Source: an optimization exercise on an open RTL-to-GDS flow (aim: small area). Production flows keep margins and buffers that such runs may drop.
The RTL was checked by simulation tests, not by an equivalence proof against the original design.
Power figures rest on the tool's default switching activity, not on a simulated workload.

==> branch xenon <==
Design ir_timing_engine, start of the top module:
module ir_timing_engine (
    input  wire        clk,
    input  wire        rst,
    input  wire        cmd_valid,
    input  wire [7:0]  cmd,
    input  wire [31:0] op_a,
    input  wire [31:0] op_b,
    output reg         rsp_valid,
    output wire [3:0]  rsp_status,
    output reg  [31:0] rsp_data,
    output wire        carrier_en,
    output wire        line_level,
    output wire        rx_listen
);
    localparam [1:0] RX_IDLE = 2'd0;
    localparam [1:0] RX_HEAD = 2'd1;
    localparam [1:0] RX_WAIT = 2'd2;
    reg [31:0] cfg_start, cfg_short, cfg_long, cfg_gap, cfg_idle, cfg_tol;
    reg [5:0]  packet_bits;
    reg        has_checksum;
    reg        active_level;
    reg        config_valid;
    reg        tx_armed;
    reg        tx_in_gap;
    reg        tx_first;         
    reg        tx_lastbit;       
    reg [5:0]  tx_remaining;
    reg [31:0] tx_buffer;
    reg [31:0] tx_last_time;
    reg        tx_buffer_set;    
    reg        tx_last_set;      
    reg        carrier;
    reg [1:0]  rx_state;
    reg [31:0] rx_packet;
    reg [5:0]  rx_bits;
    reg [31:0] rx_start_time;
    reg [31:0] rx_timeout;
    reg [31:0] rx_last_accept;
    reg        rx_set;           
    reg        faulted;
    reg [2:0]  fault_code;
    reg [2:0]  rsp_st;
    assign rsp_status = {1'b0, rsp_st};
    assign carrier_en = carrier;
    assign line_level = active_level;
    assign rx_listen  = rx_state[1];
    wire [3:0] op = cmd[3:0];
    wire [3:0] hi = cmd[7:4];
    wire hi0 = (hi == 4'd0);
    wire is_nop = (op == 4'd0);
    wire is_wr  = (op == 4'd1);
    wire is_cmt = (op == 4'd2);
    wire is_arm = (op == 4'd3);
    wire is_tck = (op == 4'd4);
    wire is_qry = (op == 4'd5);
    wire is_cls = (op == 4'd6);
    wire is_rxs = (op == 4'd7);
  ...
export LEC_CHECK = 0
export ABC_AREA = 1
export CAP_MARGIN = 20
export CORE_MARGIN = 2
export CORE_UTILIZATION = 75
export CTS_CLUSTER_DIAMETER = 80
export CTS_CLUSTER_SIZE = 24
export SLEW_MARGIN = 20
create_clock -name core_clock -period 10.0 [get_ports {clk}]
standard.sh (not shown) runs the stock make flow with config.mk's settings and CLKGATE_MAP_FILE= SYNTH_SCRIPT=/design/flow/synth_recipe.tcl, a recipe that flattens the netlist after the stock synthesis.
==> flow/flow/run.sh <==
#!/bin/bash
set -euo pipefail
bash standard.sh finish \
  "BUFFER_PORTS_ARGS=-buffer_cell sky130_fd_sc_hd__buf_2" \
  "CTS_ARGS=-sink_clustering_enable -repair_clock_nets -sink_clustering_size 24 -sink_clustering_max_diameter 80 -dont_use_dummy_load" \
  > orfs_flow.log 2>&1
==> branch yarrow: changes against branch xenon <==
--- a/flow/design.v
+++ b/flow/design.v
@@ -59,17 +59,19 @@
     input  wire [31:0] cfg_start,
     input  wire [31:0] cfg_short,
     input  wire [31:0] cfg_long,
     input  wire [31:0] cfg_gap,
     input  wire [31:0] cfg_tol,
     input  wire        e_sel,      
     input  wire [31:0] e_x,        
     input  wire [31:0] e_y,        
-    output wire [31:0] elapsed,    
+    input  wire [31:0] e_z,        
+    input  wire        e_ci,       
+    output wire        e_ge,
     output wire        in_start,   
     output wire        in_short,
     output wire        in_long,
     output wire        p01,        
     output wire        p02,        
     output wire        p12,        
     output wire [1:0]  sym
 );
@@ -80,17 +82,16 @@
     wire [31:0] a1_in = tol_wr ? cfg_short : c;
     wire [33:0] k1 = tol_wr ? {1'b0, k} : ~{1'b0, k};
     wire [33:0] a0, a1, a2;
     ir_add #(34) u_a0 (.a({2'b00, a0_in}),     .b({1'b0, k}), .ci(1'b0), .s(a0), .co());
     ir_add #(34) u_a1 (.a({2'b00, a1_in}),     .b(k1),        .ci(1'b0), .s(a1), .co());
     wire [31:0] a2_in = e_sel ? e_x : cfg_long;
     wire [32:0] k2    = e_sel ? {1'b0, ~e_y} : k;
     ir_add #(34) u_a2 (.a({2'b00, a2_in}), .b({1'b0, k2}), .ci(e_sel), .s(a2), .co());
-    assign elapsed = a2[31:0];
     wire c0_start, c0_short, c0_long;
     ir_geq #(32) g0s (.a(a0[31:0]), .b(cfg_start), .ci(1'b1), .ge(c0_start));
     ir_geq #(32) g0h (.a(a0[31:0]), .b(cfg_short), .ci(1'b1), .ge(c0_short));
     ir_geq #(32) g0l (.a(a0[31:0]), .b(cfg_long),  .ci(1'b1), .ge(c0_long));
     wire a0_big = a0[33] | a0[32];
     wire le0_start = a0_big | c0_start;
     wire le0_short = a0_big | c0_short;
     wire le0_long  = a0_big | c0_long;
@@ -98,22 +99,23 @@
     ir_geq #(32) g1s (.a(a1[31:0]), .b(cfg_start), .ci(1'b1), .ge(c1_start));
     ir_geq #(32) g1h (.a(a1[31:0]), .b(cfg_short), .ci(1'b1), .ge(c1_short));
     ir_geq #(32) g1l (.a(a1[31:0]), .b(cfg_long),  .ci(1'b1), .ge(c1_long));
     wire a1_big = tol_wr ? (a1[33] | a1[32]) : (~a1[33] & a1[32]);
     wire a1_neg = ~tol_wr & a1[33];
     wire le1_start = ~a1_neg & (a1_big | c1_start);
     wire le1_short = ~a1_neg & (a1_big | c1_short);
     wire le1_long  = ~a1_neg & (a1_big | c1_long);
-    wire c2_start, c2_short;
+    wire c2_start, c2_z;
     ir_geq #(32) g2s (.a(a2[31:0]), .b(cfg_start), .ci(1'b1), .ge(c2_start));
-    ir_geq #(32) g2h (.a(a2[31:0]), .b(cfg_short), .ci(1'b1), .ge(c2_short));
+    ir_geq #(32) g2z (.a(a2[31:0]), .b(e_z),       .ci(e_ci), .ge(c2_z));
     wire a2_big = a2[33] | a2[32];
     wire le2_start = a2_big | c2_start;
-    wire le2_short = a2_big | c2_short;
+    wire le2_short = a2_big | c2_z;
+    assign e_ge = c2_z;
     assign in_start = le0_start & ~le1_start;
     assign in_short = le0_short & ~le1_short;
     assign in_long  = le0_long  & ~le1_long;
     assign p01 = le0_short & le1_start;
     assign p02 = le0_long  & le2_start;
     assign p12 = le1_long  & le2_short;
     wire has_start = |cfg_start;
     assign sym = (has_start & in_start) ? 2'd1 :
@@ -194,33 +196,35 @@
     wire body = ok_pre & ~c3 & ~c4 & ~c5;
     wire raise = (~legal & ~faulted) | c3 | c4 | c5;
     wire [2:0] new_code = ~legal ? 3'd1 : c3 ? 3'd2 : c4 ? 3'd3 : 3'd4;
     wire go = cmd_valid & ~rst;
     wire run = go & body;
     wire       cfg_we = run & is_wr & ~config_valid;
     wire       w_tol  = ~config_valid & is_wr & (hi == 4'd5);
     wire       in_start, in_short, in_long, p01, p02, p12;
-    wire [31:0] elapsed;
-    wire [31:0] q1;             
+    wire        e_ge;
+    wire [31:0] q1, q2;         
     wire [1:0] sym;
     ir_config_check u_win (
         .cv          (config_valid),
         .sel_gap     (~config_valid & is_cmt),
         .tol_wr      (w_tol),
         .d           (op_a),
         .cfg_start   (cfg_start),
         .cfg_short   (cfg_short),
         .cfg_long    (cfg_long),
         .cfg_gap     (cfg_gap),
         .cfg_tol     (cfg_tol),
         .e_sel       (is_tck | is_rxc | is_rxp),
         .e_x         (is_rxp ? op_b : op_a),
         .e_y         (q1),
-        .elapsed     (elapsed),
+        .e_z         (q2),
+        .e_ci        (~(is_rxc | is_rxp)),
+        .e_ge        (e_ge),
         .in_start    (in_start),
         .in_short    (in_short),
         .in_long     (in_long),
         .p01         (p01),
         .p02         (p02),
         .p12         (p12),
         .sym         (sym)
     );
@@ -267,23 +271,23 @@
         end
     endgenerate
     wire tx_bitphase = ~tx_in_gap & ~tx_first;
     wire sel_last  = (qsel[10] | is_tck) & tx_last_set;
     wire sel_rxst  = (qsel[13] | is_rxc) & rx_set;
     wire sel_rxla  = (qsel[15] | is_rxp) & rx_set;
     wire sel_gap   = qsel[4] | (is_tck & tx_in_gap);
     wire sel_long  = qsel[3] | (is_tck & tx_bitphase & tx_lastbit);
-    wire sel_short = qsel[2] | (is_tck & tx_bitphase & ~tx_lastbit);
+    wire sel_short = qsel[2] | (is_tck & tx_bitphase & ~tx_lastbit) | w_tol;
     wire sel_to    = (qsel[14] | is_rxc) & rx_set;
     wire sel_idle  = qsel[5] | is_rxp;
     assign      q1 = ({32{sel_last}} & tx_last_time) |
                      ({32{sel_rxst}} & rx_start_time) |
                      ({32{sel_rxla}} & rx_last_accept);
-    wire [31:0] q2 = ({32{sel_gap}}   & cfg_gap) |
+    assign      q2 = ({32{sel_gap}}   & cfg_gap) |
                      ({32{sel_long}}  & cfg_long) |
                      ({32{sel_short}} & cfg_short) |
                      ({32{sel_to}}    & rx_timeout) |
                      ({32{sel_idle}}  & cfg_idle);
     wire [31:0] status_word = {5'd0, fault_code, 2'd0, rx_bits, 2'd0, tx_remaining,
                                1'b0, carrier, faulted, rx_state, config_valid,
                                tx_in_gap, tx_armed};
     wire rx_complete;
@@ -292,18 +296,16 @@
     wire [31:0] q0 = ({32{qsel[0]}}  & status_word) |
                      ({32{qsel[1]}}  & cfg_start) |
                      ({32{qsel[6]}}  & cfg_tol) |
                      ({32{qsel[7]}}  & {22'd0, active_level, has_checksum, 2'b00, packet_bits}) |
                      ({32{qsel[8] & tx_buffer_set}} & tx_buffer) |
                      ({32{qsel[9]}}  & {26'd0, tx_remaining}) |
                      ({32{qsel[12]}} & {26'd0, rx_bits}) |
                      ({32{qsel[16]}} & {29'd0, fault_code});
-    wire e_ge;
-    ir_geq #(32) u_cmp (.a(elapsed), .b(q2), .ci(is_tck), .ge(e_ge));
     wire tx_rem_zero = (tx_remaining == 6'd0);
     wire [5:0] tx_bit_index = tx_remaining - 6'd1;
     wire tx_bit = tx_buffer[tx_bit_index[4:0]];
     wire tk_off   = ~tx_armed;
     wire tk_done  = tx_armed & tx_rem_zero;
     wire tk_act   = tx_armed & ~tx_rem_zero;
     wire tk_hold  = tk_act & ~e_ge;
     wire tk_gap   = tk_act & e_ge & ~tx_in_gap;
==> branch lagoon: changes against branch xenon <==
--- a/flow/design.v
+++ b/flow/design.v
@@ -56,20 +56,16 @@
     input  wire        sel_gap,    
     input  wire        tol_wr,     
     input  wire [31:0] d,          
     input  wire [31:0] cfg_start,
     input  wire [31:0] cfg_short,
     input  wire [31:0] cfg_long,
     input  wire [31:0] cfg_gap,
     input  wire [31:0] cfg_tol,
-    input  wire        e_sel,      
-    input  wire [31:0] e_x,        
-    input  wire [31:0] e_y,        
-    output wire [31:0] elapsed,    
     output wire        in_start,   
     output wire        in_short,
     output wire        in_long,
     output wire        p01,        
     output wire        p02,        
     output wire        p12,        
     output wire [1:0]  sym
 );
@@ -77,20 +73,17 @@
     wire [31:0] kt = tol_wr ? d : cfg_tol;
     wire [32:0] k  = cv ? {1'b0, cfg_tol} : {kt, 1'b0};
     wire [31:0] a0_in = tol_wr ? cfg_start : c;
     wire [31:0] a1_in = tol_wr ? cfg_short : c;
     wire [33:0] k1 = tol_wr ? {1'b0, k} : ~{1'b0, k};
     wire [33:0] a0, a1, a2;
     ir_add #(34) u_a0 (.a({2'b00, a0_in}),     .b({1'b0, k}), .ci(1'b0), .s(a0), .co());
     ir_add #(34) u_a1 (.a({2'b00, a1_in}),     .b(k1),        .ci(1'b0), .s(a1), .co());
-    wire [31:0] a2_in = e_sel ? e_x : cfg_long;
-    wire [32:0] k2    = e_sel ? {1'b0, ~e_y} : k;
-    ir_add #(34) u_a2 (.a({2'b00, a2_in}), .b({1'b0, k2}), .ci(e_sel), .s(a2), .co());
-    assign elapsed = a2[31:0];
+    ir_add #(34) u_a2 (.a({2'b00, cfg_long}),  .b({1'b0, k}), .ci(1'b0), .s(a2), .co());
     wire c0_start, c0_short, c0_long;
     ir_geq #(32) g0s (.a(a0[31:0]), .b(cfg_start), .ci(1'b1), .ge(c0_start));
     ir_geq #(32) g0h (.a(a0[31:0]), .b(cfg_short), .ci(1'b1), .ge(c0_short));
     ir_geq #(32) g0l (.a(a0[31:0]), .b(cfg_long),  .ci(1'b1), .ge(c0_long));
     wire a0_big = a0[33] | a0[32];
     wire le0_start = a0_big | c0_start;
     wire le0_short = a0_big | c0_short;
     wire le0_long  = a0_big | c0_long;
@@ -194,33 +187,27 @@
     wire body = ok_pre & ~c3 & ~c4 & ~c5;
     wire raise = (~legal & ~faulted) | c3 | c4 | c5;
     wire [2:0] new_code = ~legal ? 3'd1 : c3 ? 3'd2 : c4 ? 3'd3 : 3'd4;
     wire go = cmd_valid & ~rst;
     wire run = go & body;
     wire       cfg_we = run & is_wr & ~config_valid;
     wire       w_tol  = ~config_valid & is_wr & (hi == 4'd5);
     wire       in_start, in_short, in_long, p01, p02, p12;
-    wire [31:0] elapsed;
-    wire [31:0] q1;             
     wire [1:0] sym;
     ir_config_check u_win (
         .cv          (config_valid),
         .sel_gap     (~config_valid & is_cmt),
         .tol_wr      (w_tol),
         .d           (op_a),
         .cfg_start   (cfg_start),
         .cfg_short   (cfg_short),
         .cfg_long    (cfg_long),
         .cfg_gap     (cfg_gap),
         .cfg_tol     (cfg_tol),
-        .e_sel       (is_tck | is_rxc | is_rxp),
-        .e_x         (is_rxp ? op_b : op_a),
-        .e_y         (q1),
-        .elapsed     (elapsed),
         .in_start    (in_start),
         .in_short    (in_short),
         .in_long     (in_long),
         .p01         (p01),
         .p02         (p02),
         .p12         (p12),
         .sym         (sym)
     );
@@ -270,17 +257,17 @@
     wire sel_last  = (qsel[10] | is_tck) & tx_last_set;
     wire sel_rxst  = (qsel[13] | is_rxc) & rx_set;
     wire sel_rxla  = (qsel[15] | is_rxp) & rx_set;
     wire sel_gap   = qsel[4] | (is_tck & tx_in_gap);
     wire sel_long  = qsel[3] | (is_tck & tx_bitphase & tx_lastbit);
     wire sel_short = qsel[2] | (is_tck & tx_bitphase & ~tx_lastbit);
     wire sel_to    = (qsel[14] | is_rxc) & rx_set;
     wire sel_idle  = qsel[5] | is_rxp;
-    assign      q1 = ({32{sel_last}} & tx_last_time) |
+    wire [31:0] q1 = ({32{sel_last}} & tx_last_time) |
                      ({32{sel_rxst}} & rx_start_time) |
                      ({32{sel_rxla}} & rx_last_accept);
     wire [31:0] q2 = ({32{sel_gap}}   & cfg_gap) |
                      ({32{sel_long}}  & cfg_long) |
                      ({32{sel_short}} & cfg_short) |
                      ({32{sel_to}}    & rx_timeout) |
                      ({32{sel_idle}}  & cfg_idle);
     wire [31:0] status_word = {5'd0, fault_code, 2'd0, rx_bits, 2'd0, tx_remaining,
@@ -292,18 +279,22 @@
     wire [31:0] q0 = ({32{qsel[0]}}  & status_word) |
                      ({32{qsel[1]}}  & cfg_start) |
                      ({32{qsel[6]}}  & cfg_tol) |
                      ({32{qsel[7]}}  & {22'd0, active_level, has_checksum, 2'b00, packet_bits}) |
                      ({32{qsel[8] & tx_buffer_set}} & tx_buffer) |
                      ({32{qsel[9]}}  & {26'd0, tx_remaining}) |
                      ({32{qsel[12]}} & {26'd0, rx_bits}) |
                      ({32{qsel[16]}} & {29'd0, fault_code});
+    wire [31:0] ex_n = is_rxp ? ~op_b : ~op_a;
+    wire [31:0] elapsed_n;
+    wire        unused_co;
+    ir_add #(.W(32), .FAST(1)) u_sub (.a(q1), .b(ex_n), .ci(1'b0), .s(elapsed_n), .co(unused_co));
     wire e_ge;
-    ir_geq #(32) u_cmp (.a(elapsed), .b(q2), .ci(is_tck), .ge(e_ge));
+    ir_geq #(32) u_cmp (.a(~elapsed_n), .b(q2), .ci(is_tck), .ge(e_ge));
     wire tx_rem_zero = (tx_remaining == 6'd0);
     wire [5:0] tx_bit_index = tx_remaining - 6'd1;
     wire tx_bit = tx_buffer[tx_bit_index[4:0]];
     wire tk_off   = ~tx_armed;
     wire tk_done  = tx_armed & tx_rem_zero;
     wire tk_act   = tx_armed & ~tx_rem_zero;
     wire tk_hold  = tk_act & ~e_ge;
     wire tk_gap   = tk_act & e_ge & ~tx_in_gap;
==> notes <==
- Area after synthesis: branch lagoon > branch xenon > branch yarrow.
- Against branch lagoon, the fmax of branch xenon is lower by 0.34%.
- Global-route usage: branch xenon > branch yarrow > branch lagoon.
- The lowest die area belongs to branch yarrow, the highest to branch lagoon.
- Sequential cell count is the same in branch lagoon and branch yarrow.
- Routed wire length: branch lagoon < branch yarrow < branch xenon.
- In sequential power, branch lagoon and branch xenon hardly differ.

## what the ideal ports hide
Ports are ideal in the flow. The routed layouts listed here were re-timed in OpenROAD.
Step 1 sets driving cells, clkbuf_16 on the clock port and buf_2 on the other inputs (assumed; they add their load-dependent delay and slew).
Step 2 also shifts input and output timing later by t, the mid clock arrival at the registers, as if the neighbouring blocks saw the same clock.
a / b / c = no drivers / after step 1 / after step 2; a / b = the first two.
| run | t (ns) | slack for setup (ns) | worst setup path after step 2 | clock arrival spread, ns | worst register clock-pin slew, ns |
|---|---|---|---|---|---|
| branch xenon | 0.655 | 0.422 / 0.459 / -0.197 | input to register | 0.059 / 0.059 | 0.11 / 0.11 |
| branch yarrow | 0.649 | 0.405 / 0.444 / -0.206 | input to register | 0.067 / 0.067 | 0.10 / 0.10 |
| branch lagoon | 0.662 | 0.455 / 0.494 / -0.168 | input to register | 0.076 / 0.076 | 0.11 / 0.11 |
Met with ideal ports but missed after step 2: setup timing in every run listed. For branch lagoon, which loses most, drivers alone change the setup slack by +0.039 ns; drivers and shift together by -0.623 ns.
